What follows belongs to an exercise in optimizing a design on an open flow for small area; a production flow would make more cautious choices. At most, simulation tests tie the RTL to the original design; equivalence was not proved. Power figures rest on the tool's default switching activity, not on a simulated workload.

==> inputs of run a <==
// ddr_controller_init_fsm
module ddr_controller_init_fsm (
    input  wire        clk,
    input  wire        rst,
    input  wire        start,
    input  wire [2:0]  density,
    output wire        busy,
    output wire        done,
    output wire        converged,
    output wire        err,
    output wire [3:0]  err_code,
    output wire [6:0]  attempts,
    output wire [31:0] status,
    output wire        m_req,
    output wire        m_we,
    output wire [31:0] m_addr,
    output wire [31:0] m_wdata,
    input  wire [31:0] m_rdata,
    input  wire        m_ack,
    output wire        d_req,
    output wire [31:0] d_ns,
    input  wire        d_done
);
    reg        busy_r, done_r, err_r, conv_r;
    reg  [2:0] dens;
    reg  [6:0] attempt;
    reg  [7:0] pc;
    wire [50:0] o;
    wire [7:0]  pc_start, pc_loop;
    command_segments u_seg (.pc(pc), .dens(dens), .o(o), .pc_start(pc_start), .pc_loop(pc_loop));
    wire        c_m   = o[0];
    wire        c_d   = o[1];
    wire        c_we  = o[2];
    wire [1:0]  c_sp  = o[4:3];
    wire [8:0]  c_off = o[13:5];
    wire [31:0] c_data = o[45:14];
    wire        c_rs0 = o[46];
    wire        c_rmw = o[47];
    wire        c_eval = o[48];
    wire        c_fin = o[49];
    wire        c_l0  = o[50];
    wire        xfer_m = m_req & m_ack;
    wire        xfer   = xfer_m | (d_req & d_done) | (busy_r & ~c_m & ~c_d);
    wire        pred;
    wire [31:0] s0;
    phy_training_engine u_trn (
        .clk(clk),
        .ld_s0(xfer_m & c_rs0),
        .ld_w (xfer_m & ~c_rs0),
        .rdata(m_rdata),
        .s0(s0),
        .pred(pred)
    );
    wire [7:0] pc_inc;
    wire [6:0] att_inc;
    genvar gi;
    generate
        for (gi = 0; gi < 8; gi = gi + 1) begin : g_pci
            if (gi == 0) begin : g0
                assign pc_inc[gi] = ~pc[gi];
            end else begin : gn
                assign pc_inc[gi] = pc[gi] ^ (&pc[gi-1:0]);
            end
        end
        for (gi = 0; gi < 7; gi = gi + 1) begin : g_ati
            if (gi == 0) begin : g0
                assign att_inc[gi] = ~attempt[gi];
            end else begin : gn
                assign att_inc[gi] = attempt[gi] ^ (&attempt[gi-1:0]);
            end
        end
    endgenerate
  ...
Settings: LEC_CHECK=0, ABC_AREA=1, CAP_MARGIN=20, CORE_MARGIN=2, CORE_UTILIZATION=40, SLEW_MARGIN=20; clock period 10.0 ns.
standard.sh (not shown) runs the stock make flow with config.mk's settings and CLKGATE_MAP_FILE= SYNTH_SCRIPT=/design/flow/synth_recipe.tcl, a recipe that flattens the netlist after the stock synthesis.
==> flow/flow/run.sh <==
#!/bin/bash
set -e
export BUFFER_PORTS_ARGS="-buffer_cell sky130_fd_sc_hd__buf_1"
export CTS_ARGS="-sink_clustering_enable -repair_clock_nets -dont_use_dummy_load -buf_list sky130_fd_sc_hd__clkbuf_16 -sink_clustering_size 64 -sink_clustering_max_diameter 500"
export SKIP_REPAIR_TIE_FANOUT=1
bash standard.sh > standard.log 2>&1
==> run b (differences from run a) <==
==> flow/flow/run.sh (replaced) <==
#!/bin/bash
set -e
export BUFFER_PORTS_ARGS="-buffer_cell sky130_fd_sc_hd__buf_1"
export CTS_ARGS="-sink_clustering_enable -repair_clock_nets -dont_use_dummy_load -buf_list sky130_fd_sc_hd__clkbuf_8 -sink_clustering_size 30 -sink_clustering_max_diameter 100"
export SKIP_REPAIR_TIE_FANOUT=1
bash standard.sh > standard.log 2>&1
==> key figures <==
Route
  – Detailed Route WL: between 30 and 40 mm
  – Met3 wire length: ~3.7 mm
  – Metal1 wirelength: 13.6 mm

Clock tree
  – Root buffer cell: clkbuf_8
  – Clk slew on worst S/H paths: about 70 ps

STA
  – Final period util: about nine tenths
  – Final hold slack: about 450 ps

Final layout
  – Fillers: about 1,900
  – Area grow syn2layout: 1.28%

Power and ir drop
  – Power share of the sequential group: roughly a third
  – Internal power: roughly 0.45 mW
  – Combinational share of power: 44.0%
  – Switching share of power: between 40% and 50%

Outcome
  – Status: no timing/DRC/antenna violations

Global route
  – Met2 Usage GRT: between 50% and 60%
[end of results for run b]
==> key figures <==
Power and ir drop
  – Combinational share of power: between 30% and 40%
  – Internal power: 0.529 mW
  – Switching share of power: approximately two fifths

Global route
  – Met2 Usage GRT: roughly 51%

Outcome
  – Status: no timing/DRC/antenna violations

Route
  – Detailed Route WL: around 33 mm
  – Metal1 wirelength: roughly 13 mm

Clock tree
  – Root buffer cell: clkbuf_16

Final layout
  – Fillers: approximately 1,900
  – Area grow syn2layout: 2.75%

STA
  – Final hold slack: 451 ps
  – Final period util: between 90 and 100%
[end of results for run a]

* * *

==> trial 53 <==
Another version of the RTL of ddr_controller_init_fsm (not shown whole).
## ddr_controller_init_fsm
module ddr_controller_init_fsm (
    input  wire        clk,
    input  wire        rst,
    input  wire        start,
    input  wire [2:0]  density,
    output wire        busy,
    output wire        done,
    output wire        converged,
    output wire        err,
    output wire [3:0]  err_code,
    output wire [6:0]  attempts,
    output wire [31:0] status,
    output wire        m_req,
    output wire        m_we,
    output wire [31:0] m_addr,
    output wire [31:0] m_wdata,
    input  wire [31:0] m_rdata,
    input  wire        m_ack,
    output wire        d_req,
    output wire [31:0] d_ns,
    input  wire        d_done
);
==> module phy_training_engine, before the edit <==
module phy_training_engine (
    input  wire        clk,
    input  wire        ld_s0,
    input  wire        ld_w,
    input  wire [31:0] rdata,
    output reg  [31:0] s0,
    output wire        pred
);
    reg [4:0]  win;
    wire [32:0] b;
    wire [31:0] d;
    assign b[0] = 1'b0;
    genvar i;
    generate
        for (i = 0; i < 32; i = i + 1) begin : g_b
            assign d[i]   = rdata[i] ^ s0[i] ^ b[i];
            assign b[i+1] = (~rdata[i] & s0[i]) | (~(rdata[i] ^ s0[i]) & b[i]);
        end
    endgenerate
    wire hz = ~|d[31:3] & ~b[32];
    wire ho = &d[31:3] & b[32];
    wire in_pos = hz && (d[2:0] <= 3'd4);
    wire in_neg = ho && d[2];
    wire signed [3:0] off = {ho, d[2:0]};
    wire [4:0] ok;
    genvar k;
    generate
        for (k = 0; k < 5; k = k + 1) begin : g_w
            assign ok[k] = (in_pos | in_neg) && (off >= k - 4) && (off <= k);
        end
    endgenerate
    always @(posedge clk) begin
        if (ld_s0) begin
            s0  <= rdata;
            win <= 5'b11111;
        end else if (ld_w) begin
            win <= win & ok;
        end
    end
    assign pred = !s0[7] && (|win);
endmodule
==> module ddr_controller_init_fsm, before the edit <==
module ddr_controller_init_fsm (
    input  wire        clk,
    input  wire        rst,
    input  wire        start,
    input  wire [2:0]  density,
    output wire        busy,
    output wire        done,
    output wire        converged,
    output wire        err,
    output wire [3:0]  err_code,
    output wire [6:0]  attempts,
    output wire [31:0] status,
    output wire        m_req,
    output wire        m_we,
    output wire [31:0] m_addr,
    output wire [31:0] m_wdata,
    input  wire [31:0] m_rdata,
    input  wire        m_ack,
    output wire        d_req,
    output wire [31:0] d_ns,
    input  wire        d_done
);
    localparam [7:0] PC_L0 = 8'd118, PC_P0 = 8'd127;
    reg        busy_r, done_r, err_r, conv_r;
    reg  [2:0] dens;
    reg  [6:0] attempt;
    reg  [7:0] pc;
    wire [50:0] o;
    command_segments u_seg (.pc(pc), .dens(dens), .o(o));
    wire        c_m   = o[0];
    wire        c_d   = o[1];
    wire        c_we  = o[2];
    wire [1:0]  c_sp  = o[4:3];
    wire [8:0]  c_off = o[13:5];
    wire [31:0] c_data = o[45:14];
    wire        c_rs0 = o[46];
    wire        c_rmw = o[47];
    wire        c_eval = o[48];
    wire        c_fin = o[49];
    wire        c_l0  = o[50];
    wire        xfer_m = m_req & m_ack;
    wire        xfer   = xfer_m | (d_req & d_done) | (busy_r & ~c_m & ~c_d);
    wire        pred;
    wire [31:0] s0;
    phy_training_engine u_trn (
        .clk(clk),
        .ld_s0(xfer_m & c_rs0),
        .ld_w (xfer_m & ~c_rs0),
        .rdata(m_rdata),
        .s0(s0),
        .pred(pred)
    );
    wire [7:0] pc_inc;
    wire [6:0] att_inc;
    genvar gi;
    generate
        for (gi = 0; gi < 8; gi = gi + 1) begin : g_pci
            if (gi == 0) begin : g0
                assign pc_inc[gi] = ~pc[gi];
            end else begin : gn
                assign pc_inc[gi] = pc[gi] ^ (&pc[gi-1:0]);
            end
        end
        for (gi = 0; gi < 7; gi = gi + 1) begin : g_ati
            if (gi == 0) begin : g0
                assign att_inc[gi] = ~attempt[gi];
            end else begin : gn
                assign att_inc[gi] = attempt[gi] ^ (&attempt[gi-1:0]);
            end
        end
    endgenerate
    wire eval_exit = pred | (attempt == 7'd100);
    always @(posedge clk) begin
        if (rst) begin
            busy_r  <= 1'b0;
            done_r  <= 1'b0;
            err_r   <= 1'b0;
            conv_r  <= 1'b0;
            dens    <= 3'd0;
            attempt <= 7'd0;
        end else if (!busy_r) begin
            if (start && !done_r && !err_r) begin
                dens <= density;
                pc   <= 8'd0;
                if (density > 3'd4) err_r  <= 1'b1;
                else                busy_r <= 1'b1;
            end
        end else if (xfer) begin
            if (c_l0) attempt <= att_inc;
            if (c_eval) begin
                conv_r <= pred;
                pc     <= eval_exit ? PC_P0 : PC_L0;
            end else if (c_fin) begin
                busy_r <= 1'b0;
                done_r <= 1'b1;
            end else begin
                pc <= pc_inc;
            end
        end
    end
    assign m_req   = busy_r & c_m;
    assign d_req   = busy_r & c_d;
    assign m_we    = c_we;
    assign m_addr  = {6'b010000, c_sp, 13'd0, c_off, 2'b00};
    assign m_wdata = c_data | ({s0[31:6], 2'b00, s0[3:0]} & {32{c_rmw}});
    assign d_ns    = c_data;
    assign busy      = busy_r;
    assign done      = done_r;
    assign converged = conv_r;
    assign err       = err_r;
    assign err_code  = {3'b000, err_r};
    assign attempts  = attempt;
    assign status    = {8'd0, 3'b000, err_r, 1'b0, dens, done_r, 1'b0, done_r, 1'b0,
                        1'b0, attempt, err_r, conv_r, done_r, busy_r};
endmodule
==> flow/config.mk <==
export PLATFORM = sky130hd
export DESIGN_NAME = ddr_controller_init_fsm
export DESIGN_NICKNAME = ddr_controller_init_fsm
export VERILOG_FILES = /design/flow/design.v
export SDC_FILE = /design/flow/constraint.sdc
export NUM_CORES = 4
export LEC_CHECK = 0
export CAP_MARGIN = 20
export CORE_MARGIN = 2
export CORE_UTILIZATION = 40
export CTS_BUF_LIST = sky130_fd_sc_hd__clkbuf_4
export CTS_CLUSTER_SIZE = 30
export SLEW_MARGIN = 20
==> flow/constraint.sdc <==
create_clock -name core_clock -period 10.0 [get_ports {clk}]
set_input_delay 2.0000 -clock core_clock [delete_from_list [all_inputs] [get_ports {clk}]]
set_output_delay 2.0000 -clock core_clock [all_outputs]
set_load 0.01 [all_outputs]
run.sh (not shown) runs the stock make flow with config.mk's settings and CLKGATE_MAP_FILE= SYNTH_SCRIPT=/design/flow/synth_recipe.tcl, a recipe that flattens the netlist after the stock synthesis.
Stock flow here: none of the scripts above is used.
==> build 71 (differences from trial 53) <==
--- a/flow/design.v
+++ b/flow/design.v
@@ -855,14 +855,19 @@
     reg [4:0]  win;
-    wire [32:0] b;
-    wire [31:0] d;
-    assign b[0] = 1'b0;
+    wire [16:0] b, bh;
+    wire [15:0] d, dh;
+    assign b[0]  = 1'b0;
+    assign bh[0] = 1'b0;
     genvar i;
     generate
-        for (i = 0; i < 32; i = i + 1) begin : g_b
-            assign d[i]   = rdata[i] ^ s0[i] ^ b[i];
-            assign b[i+1] = (~rdata[i] & s0[i]) | (~(rdata[i] ^ s0[i]) & b[i]);
+        for (i = 0; i < 16; i = i + 1) begin : g_b
+            assign d[i]    = rdata[i] ^ s0[i] ^ b[i];
+            assign b[i+1]  = (~rdata[i] & s0[i]) | (~(rdata[i] ^ s0[i]) & b[i]);
+            assign dh[i]   = rdata[16+i] ^ s0[16+i] ^ bh[i];
+            assign bh[i+1] = (~rdata[16+i] & s0[16+i]) | (~(rdata[16+i] ^ s0[16+i]) & bh[i]);
         end
     endgenerate
-    wire hz = ~|d[31:3] & ~b[32];
-    wire ho = &d[31:3] & b[32];
+    wire h_zero = ~|dh[15:1] & ~bh[16];             
+    wire h_ones = &dh & bh[16];                     
+    wire hz = ~|d[15:3] & h_zero & (b[16] ? dh[0] : ~dh[0]);
+    wire ho = &d[15:3] & (b[16] ? (h_zero & ~dh[0]) : h_ones);
     wire in_pos = hz && (d[2:0] <= 3'd4);
@@ -909,3 +914,4 @@
 );
-    localparam [7:0] PC_L0 = 8'd118, PC_P0 = 8'd127;
+    localparam [7:0] PC_ST = 8'd0;
+    localparam [7:0] PC_L0 = PC_ST + 8'd118, PC_P0 = PC_ST + 8'd127;
     reg        busy_r, done_r, err_r, conv_r;
@@ -970,3 +976,3 @@
                 dens <= density;
-                pc   <= 8'd0;
+                pc   <= PC_ST;
                 if (density > 3'd4) err_r  <= 1'b1;
==> flow/flow/run.sh (new file) <==
#!/bin/bash
set -e
export BUFFER_PORTS_ARGS="-buffer_cell sky130_fd_sc_hd__buf_1"
bash standard.sh > standard.log 2>&1
==> flow/standard.sh (new file) <==
#!/bin/bash
# synth_recipe.tcl (not shown) runs the flow's synth.tcl, then flattens the netlist and writes it again
# the make line also repeats each setting of config.mk as NAME=value (left out here)
make -C /OpenROAD-flow-scripts/flow DESIGN_CONFIG=/design/flow/config.mk WORK_HOME=/design/flow/orfs CLKGATE_MAP_FILE= SYNTH_SCRIPT=/design/flow/synth_recipe.tcl "${@:-finish}"
Settings changed: CTS_BUF_LIST sky130_fd_sc_hd__clkbuf_4 to default, CTS_CLUSTER_SIZE 30 to default.
removed: flow/run.sh
==> trial 98 (differences from trial 53) <==
Settings changed: CTS_BUF_LIST sky130_fd_sc_hd__clkbuf_4 to default, CTS_CLUSTER_SIZE 30 to default.
==> run summary <==
# TYPE chip_impl_metric gauge
chip_impl_metric{name="final_critical_path_setup_slack",unit="ps"} 446.7
chip_impl_metric{name="timing.final.crit_share",unit="%"} 95.53
chip_impl_metric{name="worst_hold_path.num_cells",unit=""} 2
chip_impl_metric{name="switching_power",unit="mW"} 0.3740
chip_impl_info{name="cts_root_buf",value="sky130_fd_sc_hd__clkbuf_16"} 1
chip_impl_metric{name="instance_count_after_placement_with_tap_cells_included",unit=""} 1202
chip_impl_metric{name="n_all_buffers",unit=""} 162
chip_impl_metric{name="synth_cells",unit=""} 932
chip_impl_metric{name="globalRouteTotalUtil",unit="%"} 30.69
chip_impl_info{name="r2r-start",value="u_trn.s0[16]"} 1
chip_impl_info{name="outcome",value="no timing/DRC/antenna violations"} 1
chip_impl_metric{name="post_synth_instance_area",unit="mm^2"} 0.007462
chip_impl_metric{name="met2RoutedLength",unit="um"} 13260
chip_impl_metric{name="start_util",unit="%"} 41.12
That was build 71.
==> run summary <==
# TYPE chip_impl_metric gauge
chip_impl_metric{name="post_synth_instance_area",unit="mm^2"} 0.007435
chip_impl_metric{name="instance_count_after_placement_with_tap_cells_included",unit=""} 1199
chip_impl_metric{name="synth_cells",unit=""} 922
chip_impl_info{name="cts_root_buf",value="sky130_fd_sc_hd__clkbuf_16"} 1
chip_impl_info{name="outcome",value="complete, but fails checks"} 1
chip_impl_metric{name="start_util",unit="%"} 41.11
chip_impl_info{name="failed_layout_checks",value="negative setup slack"} 1
chip_impl_info{name="r2r-start",value="u_trn.s0[0]"} 1
chip_impl_metric{name="worst_hold_path.num_cells",unit=""} 1
chip_impl_metric{name="report.final.setup_viol",unit=""} 5
chip_impl_metric{name="final_critical_path_setup_slack",unit="ps"} -3870
chip_impl_metric{name="n_all_buffers",unit=""} 171
chip_impl_metric{name="met2RoutedLength",unit="um"} 12580
chip_impl_metric{name="fin_util",unit="%"} 48.97
chip_impl_metric{name="globalRouteTotalUtil",unit="%"} 29.56
chip_impl_metric{name="drt.antenna.violating_nets",unit=""} 0
That was trial 98.
==> run summary <==
# TYPE chip_impl_metric gauge
chip_impl_info{name="outcome",value="complete, but fails checks"} 1
chip_impl_info{name="failed_layout_checks",value="negative setup slack"} 1
chip_impl_metric{name="worst_hold_path.num_cells",unit=""} 2
chip_impl_metric{name="instance_count_after_placement_with_tap_cells_included",unit=""} 1199
chip_impl_metric{name="met2RoutedLength",unit="um"} 12610
chip_impl_info{name="r2r-start",value="u_trn.s0[0]"} 1
chip_impl_metric{name="synth_cells",unit=""} 922
chip_impl_metric{name="final_critical_path_setup_slack",unit="ps"} -3768
chip_impl_metric{name="timing.final.crit_share",unit="%"} 137.7
chip_impl_info{name="cts_root_buf",value="sky130_fd_sc_hd__clkbuf_4"} 1
chip_impl_metric{name="globalRouteTotalUtil",unit="%"} 29.57
chip_impl_metric{name="report.final.setup_viol",unit=""} 5
That was trial 53.
No functional check of the RTL was part of trial 53 and trial 98.

[static timing again, ports no longer ideal]
The results above use ideal ports. As a check the final layouts listed here were re-extracted and re-timed, cells and wires unchanged.
Step 1 assumes that a clkbuf_16 drives the clock port and a buf_2 every other input.
Step 2, shift: input delay + t, output delay - t, t = (earliest + latest rising clock arrival at the registers) / 2. This alone moves slack from input paths to output paths.
Three values: no drivers, after step 1, after step 2; two values: the first two.
| run | t (ns) | setup WS [ns] | worst slew at a driven data input, ns |
|---|---|---|---|
| run a | 0.375 | 0.885 / 0.912 / 0.537 | 0.04 |
| run b | 0.387 | 0.903 / 0.921 / 0.535 | 0.04 |
| trial 53 | 0.479 | -3.768 / -3.783 / -4.262 | 0.07 |
| build 71 | 0.375 | 0.447 / 0.466 / 0.091 | 0.04 |
| trial 98 | 0.386 | -3.870 / -3.879 / -4.265 | 0.07 |
For trial 53, which loses most, drivers alone change the setup slack by -0.015 ns; drivers and shift together by -0.494 ns.
